This design comes from an exercise in tuning for small area, a short achievable clock period and few clock cycles on the open sky130 flow, not from production work.
In this exercise RTL edits were held to simulation tests only and were not proved equivalent to the original.

==> run a <==
// setun_core
module setun_core (
    input             clk,
    input             rst,
    input             start,
    input      [15:0] fuel,
    output reg        done,
    output reg [2:0]  status,
    output     [9:0]  reg_c,
    output     [9:0]  reg_f,
    output     [1:0]  reg_w,
    output     [35:0] reg_s,
    output     [35:0] reg_r,
    output reg        fram_en,
    output reg        fram_we,
    output reg        fram_page,
    output reg [6:0]  fram_row,
    output reg [17:0] fram_wdata,
    input      [17:0] fram_rdata,
    output reg        drum_en,
    output reg        drum_we,
    output reg [5:0]  drum_zone,
    output reg [5:0]  drum_row,
    output reg [17:0] drum_wdata,
    input      [17:0] drum_rdata
);
==> flow/config.mk <==
export PLATFORM = sky130hd
export DESIGN_NAME = setun_core
export DESIGN_NICKNAME = setun_core
export VERILOG_FILES = /design/flow/design.v
export SDC_FILE = /design/flow/constraint.sdc
export NUM_CORES = 4
export LEC_CHECK = 0
export ABC_AREA = 1
export CAP_MARGIN = 20
export CORE_MARGIN = 2
export CORE_UTILIZATION = 40
export CTS_BUF_LIST = sky130_fd_sc_hd__clkbuf_16
export CTS_CLUSTER_DIAMETER = 100
export CTS_CLUSTER_SIZE = 25
export PLACE_DENSITY = 0.6
export SLEW_MARGIN = 20
==> flow/constraint.sdc <==
create_clock -name core_clock -period 55.0 [get_ports {clk}]
set_input_delay 11.0000 -clock core_clock [delete_from_list [all_inputs] [get_ports {clk}]]
set_output_delay 11.0000 -clock core_clock [all_outputs]
set_load 0.01 [all_outputs]
standard.sh (not shown) runs the stock make flow with config.mk's settings and CLKGATE_MAP_FILE= SYNTH_SCRIPT=/design/flow/synth_recipe.tcl, a recipe that flattens the netlist after the stock synthesis.
==> flow/flow/run.sh <==
#!/bin/bash
# The standard layout, with plain buffers (buf_2) on the ports instead of the
# default delay-cell port buffers.
set -euo pipefail
bash standard.sh "BUFFER_PORTS_ARGS=-buffer_cell sky130_fd_sc_hd__buf_2" finish > standard.log 2>&1
==> run b (differences from run a) <==
--- a/flow/design.v
+++ b/flow/design.v
@@ -208,93 +208,101 @@
     reg [15:0] fuel_left;
     reg        fuel_zero;     
     reg [5:0]  op;            
     reg [9:0]  ea;            
     reg        m_long;        
     reg        taken;         
     reg        use_ea;        
     reg        fa_neg;        
+    reg        bt_v;
+    reg [9:0]  bt_tag;
+    reg [17:0] bt_word;
+    reg        bhit;          
+    reg        bfill;         
     reg        ex;            
     reg [35:0] m_reg;         
     reg [35:0] acc;           
     reg [5:0]  cnt;           
     reg        last;          
     reg        npos;          
     reg [6:0]  row1;          
     assign reg_c = pc;
     assign reg_f = f_reg;
     assign reg_w = w_reg;
     assign reg_s = s_reg;
     assign reg_r = r_reg;
+    wire [9:0] ia = bhit ? ea : pc;
     wire [7:0] nah;
     wire [1:0] nah_co;
-    sc_tadd #(.N(4)) u_na (.a(pc[9:2]), .b(8'd0), .ci(TP), .s(nah), .co(nah_co), .xr());
-    wire [9:0] pc_next = (pc[1:0] == TP) ? {nah, TZ} : {pc[9:2], TP};
+    sc_tadd #(.N(4)) u_na (.a(ia[9:2]), .b(8'd0), .ci(TP), .s(nah), .co(nah_co), .xr());
+    wire [9:0] pc_next = (ia[1:0] == TP) ? {nah, TZ} : {ia[9:2], TP};
     wire [35:0] mraw = m_long ? m_reg : {18'd0, m_reg[35:18]};
     wire [9:0]  m5   = mraw[9:0];
     wire is_mul  = (op == OP_MUL);
     wire is_mula = (op == OP_MULA);
     wire is_mulb = (op == OP_MULB);
     wire is_mulx = (op[5:4] == TP) && (op[3:2] == TP);    
     wire is_shf  = (op == OP_SHF);
     wire is_f2d  = (op == OP_F2D);
     wire is_st   = (op == OP_STC) || (op == OP_STF) || (op == OP_STS) || (op == OP_NRM);
     wire is_err  = (op[5:2] == {TN, TN});      
     wire        in_mul = state[S_MUL];
     wire        m_skip = (r_reg[1:0] == TZ) && (cnt != 6'd1);
     wire [1:0]  mt     = m_skip ? r_reg[3:2] : r_reg[1:0];
     wire [35:0] acc_in = m_skip ? {2'b00, acc[35:2]} : acc;
-    wire        a_s    = (op == OP_ADD) || (op == OP_SUB) || (op == OP_XOR);
-    wire [35:0] add_a  = a_s ? s_reg : in_mul ? acc_in : {acc[35:18], 18'd0};
+    wire        a_s    = (op == OP_ADD) || (op == OP_SUB) || (op == OP_XOR) ||
+                         (op == OP_SHF) || (op == OP_STS);
+    wire [35:0] add_a  = a_s ? s_reg : in_mul ? acc_in :
+                         {(op == OP_LDS) ? 18'd0 : acc[35:18], 18'd0};
     wire        y_s    = in_mul ? is_mulb : is_mula;
     wire [35:0] add_y  = y_s ? s_reg : m_reg;
-    wire [1:0]  add_t  = in_mul ? mt : (op == OP_SUB) ? TN : is_mul ? TZ : TP;
+    wire [1:0]  add_t  = in_mul ? mt : (op == OP_SUB) ? TN :
+                         (is_mul || op == OP_SHF || op == OP_STS) ? TZ : TP;
     wire [35:0] add_b  = (add_t == TP) ? add_y : (add_t == TN) ? wneg18(add_y) : 36'd0;
     wire [35:0] add_sum, xor_res;
     wire [1:0]  add_co;
     sc_tadd #(.N(18)) u_add (.a(add_a), .b(add_b), .ci(TZ), .s(add_sum), .co(add_co), .xr(xor_res));
     wire add_ovf = (add_co != TZ);
     wire [9:0] fa_sum;
     wire [1:0] fa_co;
     sc_tadd #(.N(5)) u_fa (.a(op == OP_LFC ? cex : f_reg), .b(m5), .ci(TZ), .s(fa_sum), .co(fa_co), .xr());
     reg        e_sw, e_rw, e_fw, e_ww;    
     reg [35:0] e_s;
     reg [9:0]  e_f;
     reg [1:0]  e_w;
     reg        e_stop;
     reg [2:0]  e_status;
-    wire [35:0] sg_src = (op == OP_LDS) ? m_reg : (op == OP_XOR) ? xor_res :
-                         (op == OP_SHF || op == OP_STS) ? s_reg : add_sum;
+    wire [35:0] sg_src = (op == OP_XOR) ? xor_res : add_sum;
     wire [1:0]  sg18   = wsgn18(sg_src);
     wire [9:0]  e_fv   = (op == OP_LDF) ? m5 : fa_sum;
     wire [1:0]  sg5    = wsgn5(op == OP_STF ? f_reg : e_fv);
     always @(*) begin
         e_sw = 1'b0; e_rw = 1'b0; e_fw = 1'b0; e_ww = 1'b0;
         e_s = add_sum; e_f = e_fv; e_w = sg18;
         e_stop = 1'b0; e_status = ST_OVER;
         case (op)
-            OP_LDS: begin e_sw = 1'b1; e_s = m_reg; e_ww = 1'b1; end
+            OP_LDS: begin e_sw = 1'b1; e_ww = 1'b1; end
             OP_ADD, OP_SUB, OP_MULA, OP_MULB: begin
                 e_sw = 1'b1;
                 if (add_ovf) e_stop = 1'b1;
                 else e_ww = 1'b1;
             end
             OP_MUL: begin e_sw = 1'b1; e_ww = 1'b1; end
             OP_XOR: begin e_sw = 1'b1; e_s = xor_res; e_ww = 1'b1; end
             OP_LDR: begin e_rw = 1'b1; end
             OP_HLT: begin e_rw = 1'b1; e_stop = 1'b1; e_status = ST_DONE; end
             OP_LDF, OP_LFC, OP_ADF: begin e_fw = 1'b1; e_ww = 1'b1; e_w = sg5; end
             OP_SHF: begin e_ww = 1'b1; end
             default: begin end
         endcase
     end
     wire [9:0] f_fwd = (ex && e_fw) ? e_f : f_reg;
     wire [1:0] w_fwd = (ex && e_ww) ? e_w : w_reg;
-    wire [17:0] kw   = fram_rdata;
+    wire [17:0] kw   = bhit ? bt_word : fram_rdata;
     wire [5:0]  kop  = kw[7:2];
     wire [1:0]  kmod = kw[1:0];
     wire [9:0]  ct_sum;
     wire [1:0]  ct_co;
     sc_tadd #(.N(5)) u_ct (.a(kw[17:8]), .b(kmod == TN ? wneg5(f_fwd) : f_fwd), .ci(TZ),
                            .s(ct_sum), .co(ct_co), .xr());
     wire [9:0] k_ea = (kmod == TZ) ? kw[17:8] : ct_sum;
     wire k_br = (kop == OP_JMP) || (kop == OP_BZ) || (kop == OP_BP) || (kop == OP_BN) ||
@@ -333,17 +341,17 @@
     wire       x_wr = (cnt >= 6'd2);       
     wire       x_fstep = is_f2d ? x_rd : x_wr;
     wire       x_dstep = is_f2d ? x_wr : x_rd;
     wire fetch_req = state[S_FETCH] || (state[S_RECV] && !is_mulx && !is_shf) ||
                      (state[S_MUL] && (cnt == 6'd1 || (cnt == 6'd2 && r_reg[1:0] == TZ))) ||
                      (state[S_SHF] && last) ||
                      (state[S_XFER] && last && is_f2d);
     wire fetch_ok  = !fuel_zero && !fa_neg;
-    wire fetch_go  = fetch_req && fetch_ok;
+    wire fetch_go  = fetch_req && fetch_ok && !bhit;
     always @(*) begin
         fram_en    = fetch_go;
         fram_we    = 1'b0;
         fram_page  = (row_addr[1:0] == TP);
         fram_row   = row_tab;
         fram_wdata = m_long ? st_val[35:18] : st_val[17:0];
         drum_en    = 1'b0;
         drum_we    = 1'b0;
@@ -397,17 +405,17 @@
             if (fetch_ok) go(S_DEC);
             else go(S_EXEC);
         end
     endtask
     task store_done;
         begin
             case (op)
                 OP_STF: w_reg <= wsgn5(f_reg);
-                OP_STS: w_reg <= wsgn18(s_reg);
+                OP_STS: w_reg <= sg18;
                 OP_NRM: begin
                     s_reg <= nrm_n;
                     w_reg <= npos ? TP : (sc == 8'd0 ? TZ : TN);
                 end
                 default: begin end
             endcase
             use_ea <= 1'b0;
             go(S_FETCH);
@@ -424,65 +432,81 @@
             s_reg     <= 36'd0;
             r_reg     <= 36'd0;
             fuel_left <= 16'd0;
             fuel_zero <= 1'b1;
             ex        <= 1'b0;
             taken     <= 1'b0;
             use_ea    <= 1'b0;
             fa_neg    <= 1'b0;
+            bt_v      <= 1'b0;
+            bhit      <= 1'b0;
+            bfill     <= 1'b0;
         end else begin
             if (state[S_IDLE]) begin
                 if (start) begin
                     fuel_left <= fuel;
                     fuel_zero <= (fuel == 16'd0);
                     go(S_FETCH);
                 end
             end
-            if (state[S_FETCH]) begin
+            if (fram_en && fram_we) bt_v <= 1'b0;
+            if (state[S_FETCH] && !bhit) begin
+                bfill <= taken;
                 if (taken) pc <= ea;
                 taken  <= 1'b0;
                 use_ea <= 1'b0;
                 if (fetch_ok) go(S_DEC);
                 else if (ex) go(S_EXEC);
                 else if (fuel_zero) stop(ST_FUEL);
                 else stop(ST_REFUSED);
             end
-            if (state[S_EXEC] || state[S_DEC]) begin
+            if (state[S_EXEC] || state[S_DEC] || (state[S_FETCH] && bhit)) begin
                 if (ex) begin
                     if (e_sw) s_reg <= e_s;
                     if (e_rw) r_reg <= m_reg;
                     if (e_fw) f_reg <= e_f;
                     if (e_ww) w_reg <= e_w;
                 end
-                ex <= 1'b0;
-                if (ex && e_stop) begin
-                    pc <= cex;
-                    stop(e_status);
-                end else if (state[S_EXEC]) begin
-                    go(S_FETCH);
-                end else begin
+                ex    <= 1'b0;
+                bhit  <= 1'b0;
+                bfill <= 1'b0;
+                if (bfill) begin
+                    bt_v    <= 1'b1;
+                    bt_tag  <= pc;
+                    bt_word <= fram_rdata;
+                end
+                if (state[S_DEC] || state[S_FETCH]) begin
                     op     <= kop;
                     ea     <= k_ea;
                     m_long <= (k_ea[1:0] == TN);
                     taken  <= k_taken;
                     fa_neg <= k_taken && (k_ea[1:0] == TN);
-                    cex    <= pc;
+                    cex    <= ia;
+                    bhit   <= k_taken && (bfill ? (k_ea == pc) : (bt_v && (k_ea == bt_tag)));
                     pc     <= pc_next;
                     cnt    <= 6'd0;
                     acc[7:0] <= 8'd0;
                     npos   <= 1'b0;
                     fuel_left <= fuel_left - 16'd1;
                     fuel_zero <= (fuel_left == 16'd1);
                     use_ea <= k_taken || !(k_br || k_xf || k_nrm);
-                    if (k_br) go(S_FETCH);
-                    else if (k_xf) go(S_XF0);
-                    else if (k_nrm) go(S_NRM);
-                    else go(S_OP1);
                 end
+                if (ex && e_stop) begin
+                    pc <= cex;
+                    stop(e_status);
+                end else if (bhit && fuel_zero) begin
+                    pc <= ea;
+                    stop(ST_FUEL);
+                end else if (state[S_EXEC]) begin
+                    go(S_FETCH);
+                end else if (k_br) go(S_FETCH);
+                else if (k_xf) go(S_XF0);
+                else if (k_nrm) go(S_NRM);
+                else go(S_OP1);
             end
             if (state[S_NRM]) begin
                 if (refuse) begin
                     pc <= cex;
                     stop(ST_REFUSED);
                 end else if (sc == 8'd0 && s_reg[35:34] != TZ) begin
                     s_reg  <= {2'b00, s_reg[35:2]};
                     npos   <= 1'b1;
CORE_UTILIZATION = 50   (was 40)
CTS_CLUSTER_DIAMETER = 90   (was 100)
CTS_CLUSTER_SIZE = 20   (was 25)
PLACE_DENSITY = 0.7   (was 0.6)
==> run c (differences from run a) <==
--- a/flow/design.v
+++ b/flow/design.v
@@ -208,93 +208,103 @@
     reg [15:0] fuel_left;
     reg        fuel_zero;     
     reg [5:0]  op;            
     reg [9:0]  ea;            
     reg        m_long;        
     reg        taken;         
     reg        use_ea;        
     reg        fa_neg;        
+    reg        bt_v;
+    reg [9:0]  bt_tag;
+    reg [6:0]  bt_row;
+    reg        bt_pg;
+    reg [17:0] bt_word;
+    reg        bhit;          
+    reg        bfill;         
     reg        ex;            
     reg [35:0] m_reg;         
     reg [35:0] acc;           
     reg [5:0]  cnt;           
     reg        last;          
     reg        npos;          
     reg [6:0]  row1;          
     assign reg_c = pc;
     assign reg_f = f_reg;
     assign reg_w = w_reg;
     assign reg_s = s_reg;
     assign reg_r = r_reg;
+    wire [9:0] ia = bhit ? ea : pc;
     wire [7:0] nah;
     wire [1:0] nah_co;
-    sc_tadd #(.N(4)) u_na (.a(pc[9:2]), .b(8'd0), .ci(TP), .s(nah), .co(nah_co), .xr());
-    wire [9:0] pc_next = (pc[1:0] == TP) ? {nah, TZ} : {pc[9:2], TP};
+    sc_tadd #(.N(4)) u_na (.a(ia[9:2]), .b(8'd0), .ci(TP), .s(nah), .co(nah_co), .xr());
+    wire [9:0] pc_next = (ia[1:0] == TP) ? {nah, TZ} : {ia[9:2], TP};
     wire [35:0] mraw = m_long ? m_reg : {18'd0, m_reg[35:18]};
     wire [9:0]  m5   = mraw[9:0];
     wire is_mul  = (op == OP_MUL);
     wire is_mula = (op == OP_MULA);
     wire is_mulb = (op == OP_MULB);
     wire is_mulx = (op[5:4] == TP) && (op[3:2] == TP);    
     wire is_shf  = (op == OP_SHF);
     wire is_f2d  = (op == OP_F2D);
     wire is_st   = (op == OP_STC) || (op == OP_STF) || (op == OP_STS) || (op == OP_NRM);
     wire is_err  = (op[5:2] == {TN, TN});      
     wire        in_mul = state[S_MUL];
     wire        m_skip = (r_reg[1:0] == TZ) && (cnt != 6'd1);
     wire [1:0]  mt     = m_skip ? r_reg[3:2] : r_reg[1:0];
     wire [35:0] acc_in = m_skip ? {2'b00, acc[35:2]} : acc;
-    wire        a_s    = (op == OP_ADD) || (op == OP_SUB) || (op == OP_XOR);
-    wire [35:0] add_a  = a_s ? s_reg : in_mul ? acc_in : {acc[35:18], 18'd0};
+    wire        a_s    = (op == OP_ADD) || (op == OP_SUB) || (op == OP_XOR) ||
+                         (op == OP_SHF) || (op == OP_STS);
+    wire [35:0] add_a  = a_s ? s_reg : in_mul ? acc_in :
+                         {(op == OP_LDS) ? 18'd0 : acc[35:18], 18'd0};
     wire        y_s    = in_mul ? is_mulb : is_mula;
     wire [35:0] add_y  = y_s ? s_reg : m_reg;
-    wire [1:0]  add_t  = in_mul ? mt : (op == OP_SUB) ? TN : is_mul ? TZ : TP;
+    wire [1:0]  add_t  = in_mul ? mt : (op == OP_SUB) ? TN :
+                         (is_mul || op == OP_SHF || op == OP_STS) ? TZ : TP;
     wire [35:0] add_b  = (add_t == TP) ? add_y : (add_t == TN) ? wneg18(add_y) : 36'd0;
     wire [35:0] add_sum, xor_res;
     wire [1:0]  add_co;
     sc_tadd #(.N(18)) u_add (.a(add_a), .b(add_b), .ci(TZ), .s(add_sum), .co(add_co), .xr(xor_res));
     wire add_ovf = (add_co != TZ);
     wire [9:0] fa_sum;
     wire [1:0] fa_co;
     sc_tadd #(.N(5)) u_fa (.a(op == OP_LFC ? cex : f_reg), .b(m5), .ci(TZ), .s(fa_sum), .co(fa_co), .xr());
     reg        e_sw, e_rw, e_fw, e_ww;    
     reg [35:0] e_s;
     reg [9:0]  e_f;
     reg [1:0]  e_w;
     reg        e_stop;
     reg [2:0]  e_status;
-    wire [35:0] sg_src = (op == OP_LDS) ? m_reg : (op == OP_XOR) ? xor_res :
-                         (op == OP_SHF || op == OP_STS) ? s_reg : add_sum;
+    wire [35:0] sg_src = (op == OP_XOR) ? xor_res : add_sum;
     wire [1:0]  sg18   = wsgn18(sg_src);
     wire [9:0]  e_fv   = (op == OP_LDF) ? m5 : fa_sum;
     wire [1:0]  sg5    = wsgn5(op == OP_STF ? f_reg : e_fv);
     always @(*) begin
         e_sw = 1'b0; e_rw = 1'b0; e_fw = 1'b0; e_ww = 1'b0;
         e_s = add_sum; e_f = e_fv; e_w = sg18;
         e_stop = 1'b0; e_status = ST_OVER;
         case (op)
-            OP_LDS: begin e_sw = 1'b1; e_s = m_reg; e_ww = 1'b1; end
+            OP_LDS: begin e_sw = 1'b1; e_ww = 1'b1; end
             OP_ADD, OP_SUB, OP_MULA, OP_MULB: begin
                 e_sw = 1'b1;
                 if (add_ovf) e_stop = 1'b1;
                 else e_ww = 1'b1;
             end
             OP_MUL: begin e_sw = 1'b1; e_ww = 1'b1; end
             OP_XOR: begin e_sw = 1'b1; e_s = xor_res; e_ww = 1'b1; end
             OP_LDR: begin e_rw = 1'b1; end
             OP_HLT: begin e_rw = 1'b1; e_stop = 1'b1; e_status = ST_DONE; end
             OP_LDF, OP_LFC, OP_ADF: begin e_fw = 1'b1; e_ww = 1'b1; e_w = sg5; end
             OP_SHF: begin e_ww = 1'b1; end
             default: begin end
         endcase
     end
     wire [9:0] f_fwd = (ex && e_fw) ? e_f : f_reg;
     wire [1:0] w_fwd = (ex && e_ww) ? e_w : w_reg;
-    wire [17:0] kw   = fram_rdata;
+    wire [17:0] kw   = bhit ? bt_word : fram_rdata;
     wire [5:0]  kop  = kw[7:2];
     wire [1:0]  kmod = kw[1:0];
     wire [9:0]  ct_sum;
     wire [1:0]  ct_co;
     sc_tadd #(.N(5)) u_ct (.a(kw[17:8]), .b(kmod == TN ? wneg5(f_fwd) : f_fwd), .ci(TZ),
                            .s(ct_sum), .co(ct_co), .xr());
     wire [9:0] k_ea = (kmod == TZ) ? kw[17:8] : ct_sum;
     wire k_br = (kop == OP_JMP) || (kop == OP_BZ) || (kop == OP_BP) || (kop == OP_BN) ||
@@ -333,17 +343,17 @@
     wire       x_wr = (cnt >= 6'd2);       
     wire       x_fstep = is_f2d ? x_rd : x_wr;
     wire       x_dstep = is_f2d ? x_wr : x_rd;
     wire fetch_req = state[S_FETCH] || (state[S_RECV] && !is_mulx && !is_shf) ||
                      (state[S_MUL] && (cnt == 6'd1 || (cnt == 6'd2 && r_reg[1:0] == TZ))) ||
                      (state[S_SHF] && last) ||
                      (state[S_XFER] && last && is_f2d);
     wire fetch_ok  = !fuel_zero && !fa_neg;
-    wire fetch_go  = fetch_req && fetch_ok;
+    wire fetch_go  = fetch_req && fetch_ok && !bhit;
     always @(*) begin
         fram_en    = fetch_go;
         fram_we    = 1'b0;
         fram_page  = (row_addr[1:0] == TP);
         fram_row   = row_tab;
         fram_wdata = m_long ? st_val[35:18] : st_val[17:0];
         drum_en    = 1'b0;
         drum_we    = 1'b0;
@@ -397,17 +407,17 @@
             if (fetch_ok) go(S_DEC);
             else go(S_EXEC);
         end
     endtask
     task store_done;
         begin
             case (op)
                 OP_STF: w_reg <= wsgn5(f_reg);
-                OP_STS: w_reg <= wsgn18(s_reg);
+                OP_STS: w_reg <= sg18;
                 OP_NRM: begin
                     s_reg <= nrm_n;
                     w_reg <= npos ? TP : (sc == 8'd0 ? TZ : TN);
                 end
                 default: begin end
             endcase
             use_ea <= 1'b0;
             go(S_FETCH);
@@ -424,65 +434,85 @@
             s_reg     <= 36'd0;
             r_reg     <= 36'd0;
             fuel_left <= 16'd0;
             fuel_zero <= 1'b1;
             ex        <= 1'b0;
             taken     <= 1'b0;
             use_ea    <= 1'b0;
             fa_neg    <= 1'b0;
+            bt_v      <= 1'b0;
+            bhit      <= 1'b0;
+            bfill     <= 1'b0;
         end else begin
             if (state[S_IDLE]) begin
                 if (start) begin
                     fuel_left <= fuel;
                     fuel_zero <= (fuel == 16'd0);
                     go(S_FETCH);
                 end
             end
-            if (state[S_FETCH]) begin
-                if (taken) pc <= ea;
+            if (fram_en && fram_we && fram_row == bt_row && fram_page == bt_pg) bt_v <= 1'b0;
+            if (state[S_FETCH] && !bhit) begin
+                bfill <= taken;
+                if (taken) begin
+                    pc     <= ea;
+                    bt_row <= fram_row;
+                    bt_pg  <= fram_page;
+                end
                 taken  <= 1'b0;
                 use_ea <= 1'b0;
                 if (fetch_ok) go(S_DEC);
                 else if (ex) go(S_EXEC);
                 else if (fuel_zero) stop(ST_FUEL);
                 else stop(ST_REFUSED);
             end
-            if (state[S_EXEC] || state[S_DEC]) begin
+            if (state[S_EXEC] || state[S_DEC] || (state[S_FETCH] && bhit)) begin
                 if (ex) begin
                     if (e_sw) s_reg <= e_s;
                     if (e_rw) r_reg <= m_reg;
                     if (e_fw) f_reg <= e_f;
                     if (e_ww) w_reg <= e_w;
                 end
-                ex <= 1'b0;
-                if (ex && e_stop) begin
-                    pc <= cex;
-                    stop(e_status);
-                end else if (state[S_EXEC]) begin
-                    go(S_FETCH);
-                end else begin
+                ex    <= 1'b0;
+                bhit  <= 1'b0;
+                bfill <= 1'b0;
+                if (bfill) begin
+                    bt_v    <= 1'b1;
+                    bt_tag  <= pc;
+                    bt_word <= fram_rdata;
+                end
+                if (state[S_DEC] || state[S_FETCH]) begin
                     op     <= kop;
                     ea     <= k_ea;
                     m_long <= (k_ea[1:0] == TN);
                     taken  <= k_taken;
                     fa_neg <= k_taken && (k_ea[1:0] == TN);
-                    cex    <= pc;
+                    cex    <= ia;
+                    bhit   <= k_taken && (bfill ? (k_ea == pc) : (bt_v && (k_ea == bt_tag)));
                     pc     <= pc_next;
                     cnt    <= 6'd0;
                     acc[7:0] <= 8'd0;
                     npos   <= 1'b0;
                     fuel_left <= fuel_left - 16'd1;
                     fuel_zero <= (fuel_left == 16'd1);
                     use_ea <= k_taken || !(k_br || k_xf || k_nrm);
-                    if (k_br) go(S_FETCH);
-                    else if (k_xf) go(S_XF0);
-                    else if (k_nrm) go(S_NRM);
-                    else go(S_OP1);
                 end
+                if (ex && e_stop) begin
+                    pc <= cex;
+                    stop(e_status);
+                end else if (bhit && fuel_zero) begin
+                    pc <= ea;
+                    stop(ST_FUEL);
+                end else if (state[S_EXEC]) begin
+                    go(S_FETCH);
+                end else if (k_br) go(S_FETCH);
+                else if (k_xf) go(S_XF0);
+                else if (k_nrm) go(S_NRM);
+                else go(S_OP1);
             end
             if (state[S_NRM]) begin
                 if (refuse) begin
                     pc <= cex;
                     stop(ST_REFUSED);
                 end else if (sc == 8'd0 && s_reg[35:34] != TZ) begin
                     s_reg  <= {2'b00, s_reg[35:2]};
                     npos   <= 1'b1;
CORE_UTILIZATION = 50   (was 40)
CTS_CLUSTER_DIAMETER = 90   (was 100)
CTS_CLUSTER_SIZE = 20   (was 25)
PLACE_DENSITY = 0.7   (was 0.6)
==> metrics.cfg <==
[timing]
fmax_mhz=66.3
final.hold.worst_slack_ns=0.485

[grt]
antenna_found_initial=4

[finish]
multi_input_cells=2931
diodes=2
layout-drive-gt1-share=0.111
fin_util=0.548
clk_share=0.0252

[power]
pg_clk_uw=169

[logic_synthesis]
ys_ff_latch=278
synth_xor_area_frac=0.0113

[die]
dieArea_mm2=0.0514

[run_status]
status=complete, no violations

[route]
drtPass1Iterations=6

[end of results for run b]
==> metrics.cfg <==
[run_status]
status=complete, no violations

[power]
pg_clk_uw=172

[finish]
layout-drive-gt1-share=0.112
multi_input_cells=2973
fin_util=0.547
clk_share=0.0260

[logic_synthesis]
synth_xor_area_frac=0.0114
ys_ff_latch=286

[route]
drtPass1Iterations=9

[timing]
final.hold.worst_slack_ns=0.491
skew_ns=0.0356
fmax_mhz=66.4

[die]
dieArea_mm2=0.0526

[end of results for run c]
==> metrics.cfg <==
[run_status]
status=complete, no violations

[timing]
fmax_mhz=67.6

[finish]
sh_seq_area=0.226
fin_util=0.439
layout-drive-gt1-share=0.111
diodes=2
clk_share=0.0252
multi_input_cells=3073

[power]
pg_clk_uw=164

[logic_synthesis]
synth-compound-area-share=0.285
ys_ff_latch=247
synth_xor_area_frac=0.00956

[worst_setup_path]
r2r-start=cnt[1]
crit_path_end_kind=output port

[grt]
antenna_found_initial=8

[die]
dieArea_mm2=0.0638

[end of results for run a]
Testbench counts of run a, summed over its fixed seeds: cycles 270,808.
Testbench counts of run b, summed over its fixed seeds: cycles 249,007.
Testbench counts of run c, summed over its fixed seeds: cycles 245,500.

==> separate check: timing with driven ports <==
The results above use ideal ports. As a check the final layouts listed here were re-extracted and re-timed, cells and wires unchanged.
Step 1: set_driving_cell puts a clkbuf_16 on clk and a buf_2 on each other input, an assumption about the parent block.
Step 2 also shifts input and output timing later by t, the mid clock arrival at the registers, as if the neighbouring blocks saw the same clock.
a / b / c = ideal / step 1 / step 2; a / b = the first two.
| run | t, ns | slack for setup (ns) | worst setup path at the end | clock arrival spread, ns | worst register clock-pin slew, ns |
|---|---|---|---|---|---|
| run a | 0.621 | 40.216 / 40.157 / 40.778 | register to output | 0.064 / 0.064 | 0.12 / 0.12 |
| run b | 0.635 | 39.922 / 39.862 / 40.037 | input to register | 0.026 / 0.027 | 0.10 / 0.10 |
| run c | 0.639 | 39.946 / 39.886 / 39.998 | input to register | 0.036 / 0.036 | 0.10 / 0.10 |
After both steps setup and hold are still met in every run listed.
